This is an optimization exercise on Yosys and OpenROAD, whose aim is small area, not a production implementation.
The RTL was checked by simulation tests, not by an equivalence proof against the original design.
No activity file was given, so power comes from the tool's default toggle rates.

== red ==
## ook_core
module ook_core (
    input  wire        clk,
    input  wire        rst,               
    input  wire        edge_valid,        
    input  wire        edge_carrier,      
    input  wire [31:0] edge_duration,     
    input  wire        tick,              
    input  wire        service,           
    input  wire [31:0] cfg_pulse_min,
    input  wire [31:0] cfg_pulse_max,
    input  wire [31:0] cfg_eop_min,
    input  wire [31:0] cfg_pre_min,
    input  wire [31:0] cfg_zero_min,
    input  wire [31:0] cfg_zero_max,
    input  wire [31:0] cfg_one_min,
    input  wire [31:0] cfg_one_max,
    input  wire [7:0]  cfg_confirm_threshold,
    input  wire [31:0] cfg_window_ticks,
    input  wire [31:0] cfg_idle_ticks,
    input  wire        cfg_fallback,
    input  wire [31:0] cfg_frame_timeout_ticks,
    input  wire        cfg_temp_signed,
    output reg         reading_valid,
    output wire [31:0] reading,           
    output reg         err_valid,         
    output wire [2:0]  err_reason,
    output reg         noconf_valid       
);
export LEC_CHECK = 0
export CAP_MARGIN = 20
export CORE_MARGIN = 2
export CORE_UTILIZATION = 65
export PLACE_DENSITY = 0.75
export SLEW_MARGIN = 20
export SYNTH_HIERARCHICAL = 1
create_clock -name core_clock -period 20.0 [get_ports {clk}]
standard.sh (not shown) runs the stock make flow with config.mk's settings and CLKGATE_MAP_FILE= SYNTH_SCRIPT=/design/flow/synth_recipe.tcl, a recipe that flattens the netlist after the stock synthesis.
==> flow/flow/run.sh <==
#!/bin/bash
# Own layout flow: the standard ORFS flow (standard.sh), with
#  - port buffers made of the smallest buffer cell,
#  - clock tree synthesis without dummy balancing loads,
#  - the top module's combinational logic mapped by ABC for area (own_synth.tcl,
#    otherwise the standard synthesis script),
#  - combinational cells of the synthesised netlist set to their smallest
#    drive strength before floorplanning (timing repair later upsizes what
#    the paths need). Registers and synthesis are left as they are.
set -euo pipefail
ARGS=("BUFFER_PORTS_ARGS=-buffer_cell sky130_fd_sc_hd__buf_1"
      "CTS_ARGS=-sink_clustering_enable -repair_clock_nets -dont_use_dummy_load -sink_clustering_size 30 -sink_clustering_max_diameter 75 -buf_list sky130_fd_sc_hd__clkbuf_16")
export OWN_WORK_DIR=$PWD OWN_FLOW_DIR=$PWD/flow
bash standard.sh "${ARGS[@]}" "SYNTH_SCRIPT=$PWD/flow/own_synth.tcl" synth > synth.log 2>&1
openroad -no_init -exit flow/downsize_run.tcl > downsize.log 2>&1
bash standard.sh "${ARGS[@]}" finish > layout.log 2>&1
==> flow/flow/own_synth.tcl <==
# The standard synthesis (synth_recipe.tcl: ORFS synth.tcl without the fsm
# and share passes, flattened, function nets renamed), except that the
# combinational logic of the top module is mapped by ABC with an area-oriented
# script. Registers are mapped before ABC runs, so they are the standard ones.
proc abc {args} {
  set i [lsearch -exact $args -script]
  set top_args [lreplace $args [expr {$i + 1}] [expr {$i + 1}] $::env(OWN_FLOW_DIR)/top_area.abc]
  yosys abc {*}$top_args ook_core
  yosys abc {*}$args ook_maj ook_ge_lo ook_ge_hi
}
source $::env(OWN_WORK_DIR)/synth_recipe.tcl
==> flow/flow/top_area.abc <==
strash
dc2
dch -f
amap
topo
Other scripts of this flow, unchanged in this note and not shown: flow/flow/downsize.tcl, flow/flow/downsize_run.tcl
Modified inputs, blue compared to red
--- a/flow/flow/run.sh
+++ b/flow/flow/run.sh
@@ -8,8 +8,9 @@
 #    drive strength before floorplanning (timing repair later upsizes what
-#    the paths need). Registers and synthesis are left as they are.
+#    the paths need). Registers stay as the standard synthesis makes them.
 set -euo pipefail
-ARGS=("BUFFER_PORTS_ARGS=-buffer_cell sky130_fd_sc_hd__buf_1"
-      "CTS_ARGS=-sink_clustering_enable -repair_clock_nets -dont_use_dummy_load -sink_clustering_size 30 -sink_clustering_max_diameter 75 -buf_list sky130_fd_sc_hd__clkbuf_16")
 export OWN_WORK_DIR=$PWD OWN_FLOW_DIR=$PWD/flow
-bash standard.sh "${ARGS[@]}" "SYNTH_SCRIPT=$PWD/flow/own_synth.tcl" synth > synth.log 2>&1
+ARGS=("SYNTH_SCRIPT=$PWD/flow/own_synth.tcl"
+      "BUFFER_PORTS_ARGS=-buffer_cell sky130_fd_sc_hd__buf_1"
+      "CTS_ARGS=-sink_clustering_enable -repair_clock_nets -dont_use_dummy_load -sink_clustering_size 20 -sink_clustering_max_diameter 60 -buf_list sky130_fd_sc_hd__clkbuf_8")
+bash standard.sh "${ARGS[@]}" synth > synth.log 2>&1
 openroad -no_init -exit flow/downsize_run.tcl > downsize.log 2>&1
Cmp blue vs red: post-route worst hold slack higher in blue. Lower utilization was reported by blue, not red. Compared with red, in blue post-route fraction of the period consumed by the critical path shows a reduction of 0.43 points; multi-input gate share of total cell area closely matched the old numbers; wire length reported by the detailed router shows a reduction of about 0.7%.
Input changes introduced in green (baseline for comparison: blue):
--- a/flow/flow/run.sh
+++ b/flow/flow/run.sh
@@ -13,3 +13,3 @@
       "BUFFER_PORTS_ARGS=-buffer_cell sky130_fd_sc_hd__buf_1"
-      "CTS_ARGS=-sink_clustering_enable -repair_clock_nets -dont_use_dummy_load -sink_clustering_size 20 -sink_clustering_max_diameter 60 -buf_list sky130_fd_sc_hd__clkbuf_8")
+      "CTS_ARGS=-sink_clustering_enable -repair_clock_nets -dont_use_dummy_load -sink_clustering_size 20 -sink_clustering_max_diameter 45 -buf_list sky130_fd_sc_hd__clkbuf_8")
 bash standard.sh "${ARGS[@]}" synth > synth.log 2>&1
### Flow results
- Diff blue -> green | post-layout instance count excluding filler cells | increase of 21
- Power: green draws more than blue
- The lower normalized max-slew margin came out of blue.
- Against blue, green reports a clock period minus worst slack that is higher.
- The lower growth of design area from synthesis to finish of blue and green is in blue.
- Number of DRC violations after detailed routing came out exactly the same in blue and green.
--- input diff green..orange ---
==> flow/flow/run.sh <==
#!/bin/bash
# Own layout flow: the standard ORFS flow (standard.sh), with
#  - port buffers made of the smallest buffer cell,
#  - clock tree synthesis without dummy balancing loads,
#  - combinational cells of the synthesised netlist set to their smallest
#    drive strength before floorplanning (timing repair later upsizes what
#    the paths need). Registers and synthesis are left as they are.
set -euo pipefail
ARGS=("BUFFER_PORTS_ARGS=-buffer_cell sky130_fd_sc_hd__buf_1"
      "CTS_ARGS=-sink_clustering_enable -repair_clock_nets -dont_use_dummy_load -sink_clustering_size 30 -sink_clustering_max_diameter 60 -buf_list sky130_fd_sc_hd__clkbuf_16")
bash standard.sh "${ARGS[@]}" synth > synth.log 2>&1
openroad -no_init -exit flow/downsize_run.tcl > downsize.log 2>&1
bash standard.sh "${ARGS[@]}" finish > layout.log 2>&1
removed: flow/flow/own_synth.tcl
removed: flow/flow/top_area.abc
==> comparison <==
orange did not stop at any stage, and its layout met the timing, design-rule and antenna checks. orange against green: number of clock buffer instances in the layout now sits lower; cell area after technology mapping now sits higher. Highest attainable clock frequency came out higher on orange than on green. In orange, weighted congestion reported at the end of routability-driven placement is lower than in green. The fill cell instance count of the final layout was comparable across orange and green. orange vs. green: setup slack of the critical path after layout shows an increase of 180 ps, sequential share of power shows a reduction of 3.7 points, sequential share of layout area shows a reduction of 0.54 points, peak supply drop shows an increase of 13%. Between orange and green, the worst path required time does not differ in any meaningful way. Comparing area of placed instances for orange and green, the smaller number came from green.
Setup changes, orange to purple
- CORE_UTILIZATION changed from 65 to 40
- CTS_CLUSTER_DIAMETER newly set to 60
- CTS_BUF_LIST newly set to sky130_fd_sc_hd__clkbuf_16
- PLACE_DENSITY changed from 0.75 to 0.6
- CTS_CLUSTER_SIZE newly set to 30
Results
- The end point of the critical path comes out rec_valid$_SDFF_PP0_ in one run and rec_count[0]$_SDFFCE_PN1P_ in the other, namely in orange and purple respectively.
- Going from orange to purple, non-clock buffer count went up, count of placed standard cells in the final layout, fillers left out saw an increase.
- As far as count of flip-flops and latches goes, orange and purple are indistinguishable; the numbers are identical.
- Delta (purple minus orange): signed area change from the synthesized netlist to the final layout rose by 2.6 points; placer's final routability congestion estimate fell by 0.032; global-route track usage on met1 fell by 22 points.

* * *

Setup of zinc:
The RTL this note starts from:
==> flow/design.v <==
module ook_core (
    input  wire        clk,
    input  wire        rst,               
    input  wire        edge_valid,        
    input  wire        edge_carrier,      
    input  wire [31:0] edge_duration,     
    input  wire        tick,              
    input  wire        service,           
    input  wire [31:0] cfg_pulse_min,
    input  wire [31:0] cfg_pulse_max,
    input  wire [31:0] cfg_eop_min,
    input  wire [31:0] cfg_pre_min,
    input  wire [31:0] cfg_zero_min,
    input  wire [31:0] cfg_zero_max,
    input  wire [31:0] cfg_one_min,
    input  wire [31:0] cfg_one_max,
    input  wire [7:0]  cfg_confirm_threshold,
    input  wire [31:0] cfg_window_ticks,
    input  wire [31:0] cfg_idle_ticks,
    input  wire        cfg_fallback,
    input  wire [31:0] cfg_frame_timeout_ticks,
    input  wire        cfg_temp_signed,
    output reg         reading_valid,
    output wire [31:0] reading,           
    output reg         err_valid,         
    output wire [2:0]  err_reason,
    output reg         noconf_valid       
);
    localparam [1:0] ST_IDLE = 2'd0, ST_INPRE = 2'd1, ST_COLLECT = 2'd2;
    localparam [5:0] CNT_START = 6'b000001, CNT_LAST = 6'b001011;
    localparam [1:0] E_NOISE = 2'd1, E_PREMATURE = 2'd2, E_TIMEOUT = 2'd3,
                     E_ORDER = 2'd0;
    function [31:0] inc32;
        input [31:0] a;
        integer k;
        reg c;
        begin
            c = 1'b1;
            for (k = 0; k < 32; k = k + 1) begin
                inc32[k] = a[k] ^ c;
                c = c & a[k];
            end
        end
    endfunction
    reg [1:0]   asm_state;
    reg [5:0]   frame_cnt;
    reg [35:0]  frame_sr;                
    reg [31:0]  frame_tm;                
    reg [143:0] q_data;                  
    reg [1:0]   q_rp;
    reg [2:0]   q_len;
    reg         rec_valid;
    reg [35:0]  rec_raw;                 
    reg [7:0]   rec_count;
    reg [31:0]  win_tm;
    reg [31:0]  idle_tm;
    reg         low_conf;
    reg         temp_signed_q;
    reg [1:0]   err_code;
    wire [31:0] d  = edge_duration;
    wire [31:0] nd = ~edge_duration;
    wire ge_pmin, ge_pmax, gt_eop, gt_pre, ge_zmin, ge_zmax, ge_omin, ge_omax;
    ook_ge_lo u_pmin (.nd(nd), .a(cfg_pulse_min), .ge(ge_pmin));    
    ook_ge_hi u_pmax (.nd(nd), .a(cfg_pulse_max), .ge(ge_pmax));    
    ook_ge_lo u_zmin (.nd(nd), .a(cfg_zero_min),  .ge(ge_zmin));
    ook_ge_hi u_zmax (.nd(nd), .a(cfg_zero_max),  .ge(ge_zmax));
    ook_ge_lo u_omin (.nd(nd), .a(cfg_one_min),   .ge(ge_omin));
    ook_ge_hi u_omax (.nd(nd), .a(cfg_one_max),   .ge(ge_omax));
    ook_ge_hi u_eop  (.nd(nd), .a(cfg_eop_min),   .ge(gt_eop));     
    ook_ge_hi u_pre  (.nd(nd), .a(cfg_pre_min),   .ge(gt_pre));
    wire in_pulse = ge_pmin & ge_pmax;
    wire is_eop   = ~gt_eop;
    wire is_pre   = ~gt_pre;
    wire in_zero  = ge_zmin & ge_zmax;
    wire in_one   = ge_omin & ge_omax;
    wire s_pulse  = edge_carrier & in_pulse;
    wire s_pre    = ~edge_carrier & ~is_eop & is_pre;
    wire s_eop    = ~edge_carrier & is_eop;
    wire s_bit    = ~edge_carrier & ~is_eop & ~is_pre & (in_zero | in_one);
    wire s_noise  = edge_carrier ? ~in_pulse : (~is_eop & ~is_pre & ~in_zero & ~in_one);
    wire bit_val  = ~in_zero;
    wire st_idle    = (asm_state == ST_IDLE);
    wire st_inpre   = (asm_state == ST_INPRE);
    wire st_collect = (asm_state == ST_COLLECT);
    wire e_order    = (s_pre & st_collect) | (s_bit & st_inpre);
    wire e_prem     = s_eop & ~st_idle;
    wire e_err      = edge_valid & (s_noise | e_order | e_prem);
    wire append     = edge_valid & s_bit & st_collect;
    wire complete   = append & (frame_cnt == CNT_LAST);
    wire [35:0] payload = {frame_sr[34:0], bit_val};
    reg [1:0] st1;                       
    always @* begin
        st1 = asm_state;
        if (edge_valid) begin
            if (e_err | complete)
                st1 = ST_IDLE;
            else if (s_pre)
                st1 = ST_INPRE;
            else if (s_pulse & st_inpre)
                st1 = ST_COLLECT;
        end
    end
    wire        q_full  = q_len[2];
    wire        q_empty = (q_len == 3'd0);
    wire [1:0]  q_wp    = q_rp + q_len[1:0];
    wire [1:0]  rp1     = (complete & q_full) ? q_rp + 2'd1 : q_rp;
    wire [2:0]  len1    = (complete & ~q_full) ? q_len + 3'd1 : q_len;
    wire        pop     = service & (len1 != 3'd0);
    reg [35:0] slot;
    always @* begin
        case (rp1)
            2'd0: slot = q_data[35:0];
            2'd1: slot = q_data[71:36];
            2'd2: slot = q_data[107:72];
            default: slot = q_data[143:108];
        endcase
    end
    wire [35:0] head = q_empty ? payload : slot;
    wire        eq_hi   = (head[35:1] == rec_raw[35:1]);
    wire        match   = rec_valid & eq_hi & (head[0] == rec_raw[0]);
    wire [7:0]  cnt_inc = rec_count + 8'd1;
    wire [7:0]  cnt1    = match ? cnt_inc : 8'd1;
    wire        thr_le1 = ~|cfg_confirm_threshold[7:1];
    wire        conf_m  = (cnt_inc == cfg_confirm_threshold);
    wire        confirm = pop & (match ? conf_m : thr_le1);
    wire        opening = pop & ~rec_valid;
    wire        rv1     = pop ? ~confirm : rec_valid;
    wire [31:0] f_inc    = inc32(frame_tm);
    wire        f_hiz    = ~|cfg_frame_timeout_ticks[31:1];
    wire        f_run    = tick & (st1 != ST_IDLE) & (cfg_frame_timeout_ticks[0] | ~f_hiz);
    wire        timeout  = f_run & (edge_valid ? (cfg_frame_timeout_ticks[0] & f_hiz)
                                               : (f_inc == cfg_frame_timeout_ticks));
    wire [31:0] f_next   = edge_valid ? {31'd0, f_run} : (f_run ? f_inc : frame_tm);
    wire [31:0] w_inc    = inc32(win_tm);
    wire        w_hiz    = ~|cfg_window_ticks[31:1];
    wire        w_run    = tick & rv1 & (cfg_window_ticks[0] | ~w_hiz);
    wire        w_fire   = w_run & (opening ? (cfg_window_ticks[0] & w_hiz)
                                            : (w_inc == cfg_window_ticks));
    wire [31:0] w_next   = opening ? {31'd0, w_run} : (w_run ? w_inc : win_tm);
    wire        i_clr    = opening | (edge_valid & s_pre);
    wire [31:0] i_inc    = inc32(idle_tm);
    wire        i_hiz    = ~|cfg_idle_ticks[31:1];
    wire        i_run    = tick & rv1 & (cfg_idle_ticks[0] | ~i_hiz);
    wire        i_fire   = i_run & (i_clr ? (cfg_idle_ticks[0] & i_hiz)
                                          : (i_inc == cfg_idle_ticks));
    wire [31:0] i_next   = i_clr ? {31'd0, i_run} : (i_run ? i_inc : idle_tm);
    wire        close    = w_fire | i_fire;
    always @(posedge clk) begin
        if (append)
            frame_sr <= payload;
        if (edge_valid & s_pre)
            frame_cnt <= CNT_START;
        else if (append)
            frame_cnt <= {frame_cnt[4:0], frame_cnt[5] ^ frame_cnt[4]};
        frame_tm  <= f_next;
        if (complete) begin
            case (q_wp)
                2'd0: q_data[35:0]    <= payload;
                2'd1: q_data[71:36]   <= payload;
                2'd2: q_data[107:72]  <= payload;
                default: q_data[143:108] <= payload;
            endcase
        end
        if (pop) begin
            rec_raw   <= head;
            rec_count <= cnt1;
        end
        win_tm    <= w_next;
        idle_tm   <= i_next;
        low_conf  <= rv1;
        temp_signed_q <= cfg_temp_signed;
        err_code  <= timeout ? E_TIMEOUT :
                     (s_noise ? E_NOISE : (e_prem ? E_PREMATURE : E_ORDER));
        if (rst) begin
            asm_state     <= ST_IDLE;
            q_rp          <= 2'd0;
            q_len         <= 3'd0;
            rec_valid     <= 1'b0;
            reading_valid <= 1'b0;
            err_valid     <= 1'b0;
            noconf_valid  <= 1'b0;
        end else begin
            asm_state     <= timeout ? ST_IDLE : st1;
            q_rp          <= pop ? rp1 + 2'd1 : rp1;
            q_len         <= pop ? len1 - 3'd1 : len1;
            rec_valid     <= rv1 & ~close;
            reading_valid <= confirm | (close & cfg_fallback);
            err_valid     <= e_err | timeout;
            noconf_valid  <= close & ~cfg_fallback;
        end
    end
    wire [35:0] p = rec_raw;
    wire [6:0]  hum = (p[7:0] > 8'd100) ? 7'd100 : p[6:0];
    assign reading = {low_conf, p[35:28], p[27], p[25:24],
                      temp_signed_q & p[23], p[23:12], hum};
    assign err_reason = {err_code == 2'd0, err_code};
endmodule
module ook_maj (
    input  wire a,
    input  wire b,
    input  wire c,
    output wire y
);
    assign y = (a & b) | (c & (a | b));
endmodule
module ook_ge_lo (
    input  wire [31:0] nd,
    input  wire [31:0] a,
    output wire        ge
);
    wire [32:1] n;
    assign n[1] = nd[0] & a[0];
    genvar k;
    generate
        for (k = 1; k < 32; k = k + 1) begin : g
            ook_maj m (.a(nd[k]), .b(a[k]), .c(n[k]), .y(n[k+1]));
        end
    endgenerate
    assign ge = ~n[32];
endmodule
module ook_ge_hi (
    input  wire [31:0] nd,
    input  wire [31:0] a,
    output wire        ge
);
    wire [32:1] c;
    assign c[1] = a[0] | nd[0];
    genvar k;
    generate
        for (k = 1; k < 32; k = k + 1) begin : g
            ook_maj m (.a(a[k]), .b(nd[k]), .c(c[k]), .y(c[k+1]));
        end
    endgenerate
    assign ge = c[32];
endmodule
make LEC_CHECK=0 CAP_MARGIN=20 CORE_MARGIN=2 CORE_UTILIZATION=40 PLACE_DENSITY=0.6 SLEW_MARGIN=20 SYNTH_HIERARCHICAL=1 finish   # period 20.0 ns
run.sh (not shown) runs the stock make flow with config.mk's settings and CLKGATE_MAP_FILE= SYNTH_SCRIPT=/design/flow/synth_recipe.tcl, a recipe that flattens the netlist after the stock synthesis.
Stock flow here: none of the scripts above is used.
The following lists how onyx was set up differently from zinc:
==> flow/flow/run.sh (new file) <==
#!/bin/bash
# Standard ORFS layout, with the port buffers made of the smallest buffer cell.
set -euo pipefail
bash standard.sh "BUFFER_PORTS_ARGS=-buffer_cell sky130_fd_sc_hd__buf_1" finish > orfs_flow.log 2>&1
==> flow/standard.sh (new file) <==
#!/bin/bash
# synth_recipe.tcl (not shown) runs the flow's synth.tcl, then flattens the netlist and writes it again
# the make line also repeats each setting of config.mk as NAME=value (left out here)
make -C /OpenROAD-flow-scripts/flow DESIGN_CONFIG=/design/flow/config.mk WORK_HOME=/design/flow/orfs CLKGATE_MAP_FILE= SYNTH_SCRIPT=/design/flow/synth_recipe.tcl "${@:-finish}"
removed: flow/run.sh
## What came out
- onyx has setup slack of the critical path after layout above what zinc had.
- [compare] base=zinc new=onyx: buffering overhead fell by 9.6 points, switching power total up 2.3%.
- Final cycle utilization of the critical path ended up 1.1 points lower on onyx than on zinc.
- The routed length on met1 was comparable across onyx and zinc.
- | met2 usage | onyx vs zinc | 3.7 points lower |
- onyx: post-route cell area is 2800 sq um lower than what zinc reported.
- Between zinc and onyx, the power in sequential cells does not differ in any meaningful way.
- Between onyx and zinc, it is onyx whose worst hold slack is lower, by 3.6 ps.
- Placed cell count of zinc is on par with onyx.
--- input diff onyx..indigo ---
# onyx
export LEC_CHECK = 0
export CAP_MARGIN = 20
export CORE_MARGIN = 2
export CORE_UTILIZATION = 40
export PLACE_DENSITY = 0.6
export SLEW_MARGIN = 20
export SYNTH_HIERARCHICAL = 1
create_clock -name core_clock -period 20.0 [get_ports {clk}]
# indigo
export LEC_CHECK = 0
export CAP_MARGIN = 20
export CORE_MARGIN = 2
export CORE_UTILIZATION = 40
export CTS_BUF_LIST = sky130_fd_sc_hd__clkbuf_4
export PLACE_DENSITY = 0.6
export SLEW_MARGIN = 20
export SYNTH_HIERARCHICAL = 1
create_clock -name core_clock -period 20.0 [get_ports {clk}]
### Flow results
The final reports for indigo and onyx show final cell count without fillers higher in the former. indigo and onyx ended up with nearly the same non-clock buffering overhead in the final layout. Looking at fraction of power consumed by combinational cells, indigo sits 0.9 points above onyx. There was hardly any difference in clock tree cell share of total cell area between onyx and indigo. [compare] base=onyx new=indigo: setup slack after layout went up 250 ps, utilization of the core after routing comparable, sequential share of layout area did not really move. Changes observed in indigo relative to onyx: worst-case vdd ir drop went down, synthesis-to-finish area growth level.

port drivers added, routing unchanged:
The results above use ideal ports. As a check the final layouts listed here were re-extracted and re-timed, cells and wires unchanged. Step 1 assumes that a clkbuf_16 drives the clock port and a buf_2 every other input. Step 2, shift: input delay + t, output delay - t, t = (earliest + latest rising clock arrival at the registers) / 2. This alone moves slack from input paths to output paths. Three values: ideal, step 1, step 2; two values: the first two.
run | shift t [ns] | slack for setup (ns) | worst setup path after step 2 | slew at the worst register clock pin (ns) | worst data-port slew with drivers (ns)
red | 0.534 | 0.309 / 0.325 / -0.209 | input to register | 0.12 / 0.12 | 0.14
blue | 0.582 | 0.395 / 0.405 / -0.177 | input to register | 0.12 / 0.12 | 0.16
green | 0.558 | 0.332 / 0.327 / -0.231 | input to register | 0.11 / 0.11 | 0.17
orange | 0.569 | 0.511 / 0.544 / -0.025 | input to register | 0.10 / 0.10 | 0.14
purple | 0.596 | 0.564 / 0.588 / -0.008 | input to register | 0.08 / 0.08 | 0.12
zinc | 0.575 | 0.846 / 0.874 / 0.299 | input to register | 0.06 / 0.06 | 0.13
onyx | 0.602 | 1.062 / 1.093 / 0.491 | input to register | 0.06 / 0.06 | 0.12
indigo | 0.802 | 1.312 / 1.343 / 0.540 | input to register | 0.08 / 0.08 | 0.12
Met with ideal ports but missed after step 2: setup timing in 5 of these runs. The setup slack of indigo, which loses most, moves by +0.031 ns with the drivers and by -0.772 ns with both steps.
